This is an optimization exercise on Yosys and OpenROAD, whose aim is small area, not a production implementation. In this exercise RTL edits were held to simulation tests only and were not proved equivalent to the original. Power is estimated from default activity; no workload was simulated.

===== design.v =====
module crcfr (
    input  wire        clk,
    input  wire        rst_n,     
    input  wire        sel,       
    input  wire        we,        
    input  wire [1:0]  size,      
    input  wire [5:0]  addr,      
    input  wire [31:0] wdata,
    output reg  [31:0] rdata,
    output wire        buserr,
    output wire        irq
);
    localparam [3:0] ST_IDLE = 4'd0, ST_RAW = 4'd1, ST_ENC = 4'd2, ST_DEC = 4'd3,
                     ST_SIGGEN = 4'd4, ST_SIGCHK = 4'd5, ST_ERROR = 4'd15;
    localparam [2:0] PH_NONE = 3'd0, PH_LEN = 3'd1, PH_TAG = 3'd2, PH_PAYLOAD = 3'd3,
                     PH_CRC = 3'd4, PH_SIG = 3'd5, PH_END = 3'd6;
    localparam [3:0] E_MALFORMED_TAG = 4'd1, E_TRUNCATED = 4'd2, E_CHECKSUM = 4'd3,
                     E_SIGNATURE = 4'd4, E_ILLEGAL_CMD = 4'd5, E_NOT_ALLOWED = 4'd6,
                     E_UNEXPECTED = 4'd7, E_OVERRUN = 4'd8, E_CONFIG = 4'd9;
    localparam [1:0] SRC_CMD = 2'd0, SRC_DIN = 2'd1, SRC_CONFIG = 2'd2;
    localparam [3:0] R_ID = 4'd0, R_CMD = 4'd1, R_STATUS = 4'd2, R_ERRINFO = 4'd3,
                     R_CRC_STATE = 4'd4, R_CRC_RESULT = 4'd5, R_LEN = 4'd6, R_TAG = 4'd7,
                     R_AVAIL = 4'd8, R_PCOUNT = 4'd9, R_STORED = 4'd10, R_TAGFLAGS = 4'd11,
                     R_DIN = 4'd12, R_DOUT = 4'd13, R_INTEN = 4'd14, R_INTSTAT = 4'd15;
    localparam [31:0] ID_VALUE = 32'h43524331;
    function [31:0] crc_byte;
        input [31:0] c;
        input [7:0]  b;
        integer k;
        reg [31:0] v;
        begin
            v = c ^ {24'd0, b};
            for (k = 0; k < 8; k = k + 1)
                v = v[0] ? ((v >> 1) ^ 32'hEDB88320) : (v >> 1);
            crc_byte = v;
        end
    endfunction
    function is_letter;
        input [7:0] b;
        begin
            is_letter = (b >= 8'h41 && b <= 8'h5A) || (b >= 8'h61 && b <= 8'h7A);
        end
    endfunction
    function all_letters;
        input [31:0] t;
        begin
            all_letters = is_letter(t[31:24]) && is_letter(t[23:16]) &&
                          is_letter(t[15:8])  && is_letter(t[7:0]);
        end
    endfunction
    function [7:0] be_byte;
        input [31:0] v;
        input [1:0]  i;
        begin
            case (i)
                2'd0: be_byte = v[31:24];
                2'd1: be_byte = v[23:16];
                2'd2: be_byte = v[15:8];
                default: be_byte = v[7:0];
            endcase
        end
    endfunction
    function [7:0] sig_byte;
        input [2:0] i;
        begin
            case (i)
                3'd0: sig_byte = 8'h89;
                3'd1: sig_byte = 8'h50;
                3'd2: sig_byte = 8'h4E;
                3'd3: sig_byte = 8'h47;
                3'd4: sig_byte = 8'h0D;
                3'd5: sig_byte = 8'h0A;
                3'd6: sig_byte = 8'h1A;
                default: sig_byte = 8'h0A;
            endcase
        end
    endfunction
    reg [3:0]  state;
    reg [2:0]  phase;
    reg [2:0]  idx;
    reg [3:0]  err;
    reg        done;
    reg        outv;
    reg [7:0]  outbuf;
    reg        pass;
    reg [3:0]  ei_state;
    reg [2:0]  ei_phase;
    reg [2:0]  ei_idx;
    reg [1:0]  ei_src;
    reg [31:0] crc;
    reg [31:0] len;
    reg [31:0] tag;
    reg [31:0] avail;
    reg [31:0] pcount;
    reg [31:0] stored;
    reg [1:0]  inten;
    reg [1:0]  intstat;
    reg [3:0]  n_state;
    reg [2:0]  n_phase;
    reg [2:0]  n_idx;
    reg [3:0]  n_err;
    reg        n_done;
    reg        n_outv;
    reg [7:0]  n_outbuf;
    reg        n_pass;
    reg [3:0]  n_ei_state;
    reg [2:0]  n_ei_phase;
    reg [2:0]  n_ei_idx;
    reg [1:0]  n_ei_src;
    reg [31:0] n_crc;
    reg [31:0] n_len;
    reg [31:0] n_tag;
    reg [31:0] n_avail;
    reg [31:0] n_pcount;
    reg [31:0] n_stored;
    reg [1:0]  n_inten;
    reg [1:0]  n_intstat;
    wire legal_acc = (size == 2'd2) && (addr[1:0] == 2'b00);
    wire [3:0] reg_sel = addr[5:2];
    assign buserr = sel && !legal_acc;
    wire do_write = sel && legal_acc && we;
    wire do_read  = sel && legal_acc && !we;
    wire [7:0] din = wdata[7:0];
    wire [3:0] cmd_op     = wdata[3:0];
    wire       cmd_nopass = wdata[8];
    wire       cmd_legal  = (wdata[31:9] == 23'd0) && (wdata[7:4] == 4'd0) &&
                            (cmd_op <= 4'd8) && (!cmd_nopass || cmd_op == 4'd6);
    wire [3:0] letter = {is_letter(tag[7:0]), is_letter(tag[15:8]),
                         is_letter(tag[23:16]), is_letter(tag[31:24])};
    wire all_let        = &letter;
    wire critical       = ~tag[29];
    wire public_f       = ~tag[21];
    wire reserved_valid = ~tag[13];
    wire safe_to_copy   = tag[5];
    wire [31:0] tagflags = {22'd0, all_let & reserved_valid, safe_to_copy, reserved_valid,
                            public_f, critical, all_let, letter};
    assign irq = |(intstat & inten);
    wire [31:0] status = {12'd0, irq, pass, outv, done, err, 1'b0, idx, 1'b0, phase, state};
    wire [31:0] errinfo = {18'd0, ei_src, 1'b0, ei_idx, 1'b0, ei_phase, ei_state};
    always @(*) begin
        case (reg_sel)
            R_ID:         rdata = ID_VALUE;
            R_STATUS:     rdata = status;
            R_ERRINFO:    rdata = errinfo;
            R_CRC_STATE:  rdata = crc;
            R_CRC_RESULT: rdata = crc ^ 32'hFFFFFFFF;
            R_LEN:        rdata = len;
            R_TAG:        rdata = tag;
            R_AVAIL:      rdata = avail;
            R_PCOUNT:     rdata = pcount;
            R_STORED:     rdata = stored;
            R_TAGFLAGS:   rdata = tagflags;
            R_DOUT:       rdata = {23'd0, outv, outbuf};
            R_INTEN:      rdata = {30'd0, inten};
            R_INTSTAT:    rdata = {30'd0, intstat};
            default:      rdata = 32'd0;    
        endcase
    end
    reg        raise;       
    reg [3:0]  raise_code;
    reg [1:0]  raise_src;
    reg        do_refill;   
    reg        soft_reset;
    reg [7:0]  rb;          
    always @(*) begin
        n_state    = state;
        n_phase    = phase;
        n_idx      = idx;
        n_err      = err;
        n_done     = done;
        n_outv     = outv;
        n_outbuf   = outbuf;
        n_pass     = pass;
        n_ei_state = ei_state;
        n_ei_phase = ei_phase;
        n_ei_idx   = ei_idx;
        n_ei_src   = ei_src;
        n_crc      = crc;
        n_len      = len;
        n_tag      = tag;
        n_avail    = avail;
        n_pcount   = pcount;
        n_stored   = stored;
        n_inten    = inten;
        n_intstat  = intstat;
        raise      = 1'b0;
        raise_code = 4'd0;
        raise_src  = SRC_CMD;
        do_refill  = 1'b0;
        soft_reset = 1'b0;
        rb         = 8'd0;
        if (do_write) begin
            case (reg_sel)
                R_CMD: begin
                    if (state == ST_ERROR) begin
                        if (cmd_legal && cmd_op == 4'd1) begin
                            soft_reset = 1'b1;
                        end else if (cmd_legal && cmd_op == 4'd2) begin
                            n_state = ST_IDLE; n_phase = PH_NONE; n_idx = 3'd0;
                            n_err = 4'd0;
                            n_ei_state = 4'd0; n_ei_phase = 3'd0; n_ei_idx = 3'd0; n_ei_src = 2'd0;
                            n_done = 1'b0; n_outv = 1'b0; n_outbuf = 8'd0;
                        end
                    end else if (!cmd_legal) begin
                        raise = 1'b1; raise_code = E_ILLEGAL_CMD; raise_src = SRC_CMD;
                    end else begin
                        case (cmd_op)
                            4'd0: ;  
                            4'd1: soft_reset = 1'b1;
                            4'd2: begin  
                                n_state = ST_IDLE; n_phase = PH_NONE; n_idx = 3'd0;
                                n_err = 4'd0;
                                n_ei_state = 4'd0; n_ei_phase = 3'd0; n_ei_idx = 3'd0; n_ei_src = 2'd0;
                                n_done = 1'b0; n_outv = 1'b0; n_outbuf = 8'd0;
                            end
                            4'd3, 4'd4: begin  
                                if (state != ST_IDLE && state != ST_RAW) begin
                                    raise = 1'b1; raise_code = E_NOT_ALLOWED; raise_src = SRC_CMD;
                                end else begin
                                    n_outv = 1'b0; n_outbuf = 8'd0; n_done = 1'b0; n_pass = 1'b0;
                                    n_state = ST_RAW; n_phase = PH_NONE; n_idx = 3'd0;
                                    if (cmd_op == 4'd3) begin
                                        n_crc = 32'hFFFFFFFF;
                                        n_pcount = 32'd0;
                                    end
                                end
                            end
                            4'd5: begin  
                                if (state != ST_IDLE) begin
                                    raise = 1'b1; raise_code = E_NOT_ALLOWED; raise_src = SRC_CMD;
                                end else begin
                                    n_outv = 1'b0; n_outbuf = 8'd0; n_done = 1'b0; n_pass = 1'b0;
                                    n_state = ST_ENC; n_phase = PH_LEN; n_idx = 3'd0;
                                    n_pcount = 32'd0;
                                    n_crc = 32'hFFFFFFFF;
                                    if (!all_letters(tag)) begin
                                        raise = 1'b1; raise_code = E_MALFORMED_TAG; raise_src = SRC_CMD;
                                    end else begin
                                        do_refill = 1'b1;
                                    end
                                end
                            end
                            4'd6: begin  
                                if (state != ST_IDLE) begin
                                    raise = 1'b1; raise_code = E_NOT_ALLOWED; raise_src = SRC_CMD;
                                end else begin
                                    n_outv = 1'b0; n_outbuf = 8'd0; n_done = 1'b0;
                                    n_state = ST_DEC; n_phase = PH_LEN; n_idx = 3'd0;
                                    n_pass = !cmd_nopass;
                                    n_len = 32'd0;
                                    n_tag = 32'd0;
                                    n_stored = 32'd0;
                                    n_pcount = 32'd0;
                                    n_crc = 32'hFFFFFFFF;
                                    if (avail < 32'd12) begin
                                        raise = 1'b1; raise_code = E_TRUNCATED; raise_src = SRC_CMD;
                                    end
                                end
                            end
                            4'd7: begin  
                                if (state != ST_IDLE) begin
                                    raise = 1'b1; raise_code = E_NOT_ALLOWED; raise_src = SRC_CMD;
                                end else begin
                                    n_outv = 1'b0; n_outbuf = 8'd0; n_done = 1'b0; n_pass = 1'b0;
                                    n_state = ST_SIGGEN; n_phase = PH_SIG; n_idx = 3'd0;
                                    do_refill = 1'b1;
                                end
                            end
                            default: begin  
                                if (state != ST_IDLE) begin
                                    raise = 1'b1; raise_code = E_NOT_ALLOWED; raise_src = SRC_CMD;
                                end else begin
                                    n_outv = 1'b0; n_outbuf = 8'd0; n_done = 1'b0; n_pass = 1'b0;
                                    n_state = ST_SIGCHK; n_phase = PH_SIG; n_idx = 3'd0;
                                    if (avail < 32'd8) begin
                                        raise = 1'b1; raise_code = E_SIGNATURE; raise_src = SRC_CMD;
                                    end
                                end
                            end
                        endcase
                    end
                end
                R_CRC_STATE, R_LEN, R_TAG, R_AVAIL: begin
                    if (state == ST_ERROR) begin
                    end else if (state != ST_IDLE) begin
                        raise = 1'b1; raise_code = E_CONFIG; raise_src = SRC_CONFIG;
                    end else begin
                        case (reg_sel)
                            R_CRC_STATE: n_crc   = wdata;
                            R_LEN:       n_len   = wdata;
                            R_TAG:       n_tag   = wdata;
                            default:     n_avail = wdata;
                        endcase
                    end
                end
                R_DIN: begin
                    case (state)
                        ST_ERROR: ;  
                        ST_RAW: begin
                            n_crc    = crc_byte(crc, din);
                            n_pcount = pcount + 32'd1;
                        end
                        ST_ENC: begin
                            if (phase != PH_PAYLOAD) begin
                                raise = 1'b1; raise_code = E_UNEXPECTED; raise_src = SRC_DIN;
                            end else if (outv) begin
                                raise = 1'b1; raise_code = E_OVERRUN; raise_src = SRC_DIN;
                            end else begin
                                n_crc    = crc_byte(crc, din);
                                n_pcount = pcount + 32'd1;
                                n_outbuf = din;
                                n_outv   = 1'b1;
                                if (pcount + 32'd1 == len) begin
                                    n_phase = PH_CRC; n_idx = 3'd0;
                                end
                            end
                        end
                        ST_DEC: begin
                            case (phase)
                                PH_LEN: begin
                                    n_len   = {len[23:0], din};
                                    n_avail = avail - 32'd1;
                                    if (idx == 3'd3) begin
                                        if ({1'b0, n_len} + 33'd8 > {1'b0, n_avail}) begin
                                            raise = 1'b1; raise_code = E_TRUNCATED; raise_src = SRC_DIN;
                                        end else begin
                                            n_phase = PH_TAG; n_idx = 3'd0;
                                        end
                                    end else begin
                                        n_idx = idx + 3'd1;
                                    end
                                end
                                PH_TAG: begin
                                    n_tag   = {tag[23:0], din};
                                    n_crc   = crc_byte(crc, din);
                                    n_avail = avail - 32'd1;
                                    if (idx == 3'd3) begin
                                        if (!all_letters(n_tag)) begin
                                            raise = 1'b1; raise_code = E_MALFORMED_TAG; raise_src = SRC_DIN;
                                        end else begin
                                            n_phase = (len != 32'd0) ? PH_PAYLOAD : PH_CRC;
                                            n_idx = 3'd0;
                                        end
                                    end else begin
                                        n_idx = idx + 3'd1;
                                    end
                                end
                                PH_PAYLOAD: begin
                                    if (pass && outv) begin
                                        raise = 1'b1; raise_code = E_OVERRUN; raise_src = SRC_DIN;
                                    end else begin
                                        n_crc    = crc_byte(crc, din);
                                        n_avail  = avail - 32'd1;
                                        n_pcount = pcount + 32'd1;
                                        if (pass) begin
                                            n_outbuf = din;
                                            n_outv   = 1'b1;
                                        end
                                        if (pcount + 32'd1 == len) begin
                                            n_phase = PH_CRC; n_idx = 3'd0;
                                        end
                                    end
                                end
                                default: begin  
                                    n_stored = {stored[23:0], din};
                                    n_avail  = avail - 32'd1;
                                    if (idx == 3'd3) begin
                                        if (n_stored != (crc ^ 32'hFFFFFFFF)) begin
                                            raise = 1'b1; raise_code = E_CHECKSUM; raise_src = SRC_DIN;
                                        end else begin
                                            n_state = ST_IDLE; n_phase = PH_NONE; n_idx = 3'd0;
                                            n_done = 1'b1;
                                            n_intstat = n_intstat | 2'b01;
                                        end
                                    end else begin
                                        n_idx = idx + 3'd1;
                                    end
                                end
                            endcase
                        end
                        ST_SIGCHK: begin
                            n_avail = avail - 32'd1;
                            if (din != sig_byte(idx)) begin
                                raise = 1'b1; raise_code = E_SIGNATURE; raise_src = SRC_DIN;
                            end else if (idx == 3'd7) begin
                                n_state = ST_IDLE; n_phase = PH_NONE; n_idx = 3'd0;
                                n_done = 1'b1;
                                n_intstat = n_intstat | 2'b01;
                            end else begin
                                n_idx = idx + 3'd1;
                            end
                        end
                        default: begin  
                            raise = 1'b1; raise_code = E_UNEXPECTED; raise_src = SRC_DIN;
                        end
                    endcase
                end
                R_INTEN:   n_inten   = wdata[1:0];
                R_INTSTAT: n_intstat = intstat & ~wdata[1:0];
                default: ;  
            endcase
        end else if (do_read && reg_sel == R_DOUT && outv) begin
            n_outv   = 1'b0;
            n_outbuf = 8'd0;
            if ((state == ST_ENC || state == ST_SIGGEN) && phase == PH_END) begin
                n_state = ST_IDLE; n_phase = PH_NONE; n_idx = 3'd0;
                n_done = 1'b1;
                n_intstat = n_intstat | 2'b01;
            end else begin
                do_refill = 1'b1;
            end
        end
        if (do_refill && !n_outv) begin
            if (n_state == ST_ENC) begin
                case (n_phase)
                    PH_LEN: begin
                        n_outbuf = be_byte(n_len, n_idx[1:0]);
                        n_outv   = 1'b1;
                        if (n_idx == 3'd3) begin
                            n_phase = PH_TAG; n_idx = 3'd0;
                        end else begin
                            n_idx = n_idx + 3'd1;
                        end
                    end
                    PH_TAG: begin
                        rb       = be_byte(n_tag, n_idx[1:0]);
                        n_outbuf = rb;
                        n_outv   = 1'b1;
                        n_crc    = crc_byte(n_crc, rb);
                        if (n_idx == 3'd3) begin
                            n_phase = (n_len != 32'd0) ? PH_PAYLOAD : PH_CRC;
                            n_idx = 3'd0;
                        end else begin
                            n_idx = n_idx + 3'd1;
                        end
                    end
                    PH_CRC: begin
                        n_outbuf = be_byte(n_crc ^ 32'hFFFFFFFF, n_idx[1:0]);
                        n_outv   = 1'b1;
                        if (n_idx == 3'd3) begin
                            n_phase = PH_END; n_idx = 3'd0;
                        end else begin
                            n_idx = n_idx + 3'd1;
                        end
                    end
                    default: ;
                endcase
            end else if (n_state == ST_SIGGEN && n_phase == PH_SIG) begin
                n_outbuf = sig_byte(n_idx);
                n_outv   = 1'b1;
                if (n_idx == 3'd7) begin
                    n_phase = PH_END; n_idx = 3'd0;
                end else begin
                    n_idx = n_idx + 3'd1;
                end
            end
        end
        if (raise) begin
            n_ei_state = n_state;
            n_ei_phase = n_phase;
            n_ei_idx   = n_idx;
            n_ei_src   = raise_src;
            n_err      = raise_code;
            n_state    = ST_ERROR;
            n_phase    = PH_NONE;
            n_idx      = 3'd0;
            n_outv     = 1'b0;
            n_outbuf   = 8'd0;
            n_done     = 1'b0;
            n_intstat  = n_intstat | 2'b10;
        end
    end
    always @(posedge clk) begin
        if (!rst_n || soft_reset) begin
            state    <= ST_IDLE;
            phase    <= PH_NONE;
            idx      <= 3'd0;
            err      <= 4'd0;
            done     <= 1'b0;
            outv     <= 1'b0;
            outbuf   <= 8'd0;
            pass     <= 1'b0;
            ei_state <= 4'd0;
            ei_phase <= 3'd0;
            ei_idx   <= 3'd0;
            ei_src   <= 2'd0;
            crc      <= 32'hFFFFFFFF;
            len      <= 32'd0;
            tag      <= 32'd0;
            avail    <= 32'd0;
            pcount   <= 32'd0;
            stored   <= 32'd0;
            inten    <= 2'd0;
            intstat  <= 2'd0;
        end else begin
            state    <= n_state;
            phase    <= n_phase;
            idx      <= n_idx;
            err      <= n_err;
            done     <= n_done;
            outv     <= n_outv;
            outbuf   <= n_outbuf;
            pass     <= n_pass;
            ei_state <= n_ei_state;
            ei_phase <= n_ei_phase;
            ei_idx   <= n_ei_idx;
            ei_src   <= n_ei_src;
            crc      <= n_crc;
            len      <= n_len;
            tag      <= n_tag;
            avail    <= n_avail;
            pcount   <= n_pcount;
            stored   <= n_stored;
            inten    <= n_inten;
            intstat  <= n_intstat;
        end
    end
endmodule

===== run.sh =====
#!/bin/bash
# synth_recipe.tcl (not shown) runs the flow's synth.tcl, then flattens the netlist and writes it again
# the make line also repeats each setting of config.mk as NAME=value (left out here)
make -C /OpenROAD-flow-scripts/flow DESIGN_CONFIG=/design/flow/config.mk WORK_HOME=/design/flow/orfs CLKGATE_MAP_FILE= SYNTH_SCRIPT=/design/flow/synth_recipe.tcl finish

===== config.mk =====
export PLATFORM = sky130hd
export DESIGN_NAME = crcfr
export DESIGN_NICKNAME = crcfr
export VERILOG_FILES = /design/flow/design.v
export SDC_FILE = /design/flow/constraint.sdc
export NUM_CORES = 4
export LEC_CHECK = 0
export CAP_MARGIN = 20
export CORE_MARGIN = 2
export CORE_UTILIZATION = 40
export SLEW_MARGIN = 20

===== constraint.sdc =====
create_clock -name core_clock -period 12.0 [get_ports {clk}]
set_input_delay 2.4000 -clock core_clock [delete_from_list [all_inputs] [get_ports {clk}]]
set_output_delay 2.4000 -clock core_clock [all_outputs]
set_load 0.01 [all_outputs]

==> results.toml <==
[die]
fp.coreArea_um2 = 54900
start_util = 0.403
die_y_um = 239
io_pins = 78
dieArea_um2 = 57200
die_w_um = 239
rows = 86

[global_routing]
grt_pass1_vias = 24501
grt_max_degree = 76
grtUsageTotal = 0.441
grt_overflow = 0
antenna_found_initial = 8
grt_pass1_wl_um = 183000

[worst_hold_path]
hp-class = "reg2reg"
hold_path_end = "stored[29]"
holdPathStages = 2
hold_start = "stored[29]"

[power]
p_leak_nw = 8.75
netSwitchingPower_uw = 628
seqPwrFrac = 0.368
comb_power_share = 0.147
cellPowerDensity_nw_per_um2 = 86.2
total_power_mw = 2.12
ir_drop_mv = 0.0971
p_int_mw = 1.49
clockPowerShare = 0.485
switching_share = 0.296

[drt]
vias = 26546
wire_per_inst_um = 34.8
ant_nets = 0
first_iter_violations = 4066
drc = 0
vias_per_cell = 7.15
wirelength_um = 129000
first_pass_iters = 9

[clock_tree]
h-tree-depth = 1
cts.sinks = 233
post-cts-setup-buffers = 0
clk_path_buf_depth = 3
insertion_delay_ns = 0.64
cts_buffers = 31
cts.reportedPaths.clkPinSlew_ns = 0.05
cts_resized = 0
cts_hold_buf = 0
cts_tree = "done"
cts_root_buf = "clkbuf_16"

[timing]
finalSetupViolCount = 0
slew_violations = 0
fmax_ghz = 0.0969
fin_setup_tns_ns = 0
worst_pin_slew_ns = 1.16
finalHoldViolations = 0
fin_crit_ns = 10.33
skew_ns = 0.0259
fin_crit_sh = 0.860
relSlewSlack = 0.225
rsz0062_at_grt = "false"

[synth]
synth.ff_latch_count = 233
async_reset_ff_frac = 0
synth_flop_cell = "dfxtp_1"
synth_edf_count = 0
synth_nets = 3159
synth.distinct_cells = 105
synthCells = 3064
ys_seq_area_frac = 0.211
synth_area_um2 = 22100
synth.avg_cell_area_um2 = 7.22
ys.warnings.count = 1

[worst_setup_path]
crit_family = "simple AND/OR/NAND/NOR gates"
path_max_fanout = 21
cp-end-kind = "flop"
r2r-end = "crc[29]"
regToRegSetupSlack_ns = 1.93
worstPathArrival_ns = 10.79
r2r_cells = 31
critPathLaunchType = "input port"
crit_type = "in2reg"
slowest_stage = "ha_1"
cp_common_cell = "xnor2_1"
path_buf_inv = 3
required_ns = 12.47
r2r-start = "avail[5]"
cp_slowest_stage_delay_ns = 0.81

[cells_and_area]
area_delta_synth_final_pct = 11.2
final_common_cell = "nor2_1"
nNetsFinal = 3079
mostFrequentLayoutCells = "nor2_1, a21oi_1, nand2_1, dfxtp_1, xnor2_1"
instances_no_fill = 3713
drive_above_1_share = 0.0795

[placed_design]
dp_hpwl_um = 96900
place_inst = 3655
io_buffers = 77
gp_congestion = 1.08

[outcome]
outcome = "no timing/DRC/antenna violations"

[flow_run]
drv_cap = 0
## per-stage QoR
step	hold WS (ns)	setup WS (ns)	utilization	area [um^2]
4_1_cts	0.477	1.93	0.448	24600
3_5_place_dp	0.468	1.32	0.428	23500
6_report	0.473	1.67	0.448	24600
2_1_floorplan	0.425	3.54	-	22100
3_3_place_gp	0.459	1.32	0.428	23500
5_1_grt	0.485	1.06	0.448	24600
## registers in the layout, indices dropped and copies added (netlist names), 4 cells and up
signal and count:
ei_state 4, state 4, pcount 32, outbuf 8, tag 32, stored 32
crc 32, avail 32, len 32, err 4
## kinds of logic (layout without fill, tap and decap cells)
| logic type | after synthesis | in the layout | share of synthesized area |
|---|---|---|---|
| AOI/OAI and AO/OA | 974 | 974 | 0.295 |
| xor gates and xnor gates | 270 | 270 | 0.122 |
| adders and majority gates | 52 | 52 | 0.0293 |
| buffers and inverters | 334 | 275 | 0.0593 |
| DFF | 233 | 233 | 0.211 |
| muxes | 35 | 35 | 0.0158 |
| other | 0 | 4 | 0 |
| and+or+nand+nor | 1166 | 1166 | 0.268 |
## cell type report
class | instances | area (um^2)
Clock buffer | 41 | 873
Multi-Input combinational cell | 2497 | 16300
Inverter | 47 | 176
Fill cell | 5632 | 30300
Timing Repair Buffer | 174 | 1480
Antenna cell | 4 | 10.0
Sequential cell | 233 | 4660
Clock inverter | 13 | 213
Tap cell | 704 | 881
## worst reg2reg max path: cells and delay by family (launching register included)
family / cells / cell delay (ns)
compound gates: 10 / 2.39
xor+xnor: 5 / 1.69
fa+ha+maj: 2 / 1.19
simple gates: 12 / 3.88
flops: 1 / 0.42
buf+inv: 2 / 0.31
## worst max path at each step
stage | start | slack (ns) | end | cells past startpoint
floorplan | wdata[6] | 3.54 | crc[19] | 29
global placement | wdata[4] | 1.32 | crc[29] | 29
detailed placement | wdata[4] | 1.32 | crc[29] | 29
CTS | wdata[4] | 1.93 | crc[29] | 29
global route | wdata[4] | 1.06 | crc[29] | 29
finish | wdata[4] | 1.67 | crc[29] | 29
## metal layers
layer | up-vias | wire [um] | global-route usage
met5 | - | 92 | 0
met3 | 560 | 16300 | 0.131
met1 | 12697 | 48600 | 0.555
met4 | 6 | 11700 | 0.311
li1 | 11214 | - | -
met2 | 2069 | 52400 | 0.643
## cell usage after synthesis, drive strengths merged (14+ instances only)
master  count  share of area
and3       46          0.013
nand4      63          0.018
or3        25         0.0071
nor4       43          0.014
buf        65          0.014
nor2b      21         0.0059
or4        21         0.0071
or2        17         0.0048
a31oi      50          0.014
a222oi     22          0.010
a22o       33          0.013
nor3       88          0.023
nor2      324          0.055
o22ai      27         0.0076
clkbuf    222          0.038
a21o       20         0.0068
nand2b     20         0.0057
xor2       81          0.036
mux2i      35          0.016
a221oi     29          0.011
nand3     121          0.028
o211ai     45          0.015
a22oi     116          0.039
ha         51          0.029
a211oi     31          0.011
dfxtp     233           0.21
o21ai     154          0.035
xnor2     174          0.071
nand2     267          0.045
a21oi     268          0.061
o21a       14         0.0048
inv        45         0.0076
o31ai      21         0.0076
and2       34         0.0097
## power groups by stage
stage               registers (mW)  logic (mW)  clock network [mW]
floorplan                    0.793       0.168                   0
global placement             0.797       0.296                   0
detailed placement           0.797       0.296                   0
CTS                          0.780       0.298                1.03
global route                 0.780       0.321                1.06
finish                       0.781       0.312                1.03

## separate check: timing with driven ports
How much do the figures lean on ideal ports? The routed layout below was timed once more, with nothing changed but the port constraints. Step 1, drivers: a clkbuf_16 drives clk and a buf_2 each remaining input, both assumed. Step 2 adds t to the input delays and takes it off the output delays; t is the mean of the earliest and latest rising clock arrival at the registers after step 1. Input paths then give back, and output paths get back, about the clock's delay inside the block. Slacks: ideal ports / drivers / drivers and shift; pairs: ideal ports / drivers.
t (ns): 0.687
slack for setup (ns): 1.675 / 1.698 / 1.011
worst hold slack (ns): 0.473 / 0.473 / 0.473
slew at the worst register clock pin (ns): 0.07 / 0.07
pins driven straight from the clock port: 1
After both steps setup and hold are still met in this run. The setup slack of this run moves by +0.023 ns with the drivers and by -0.664 ns with both steps.
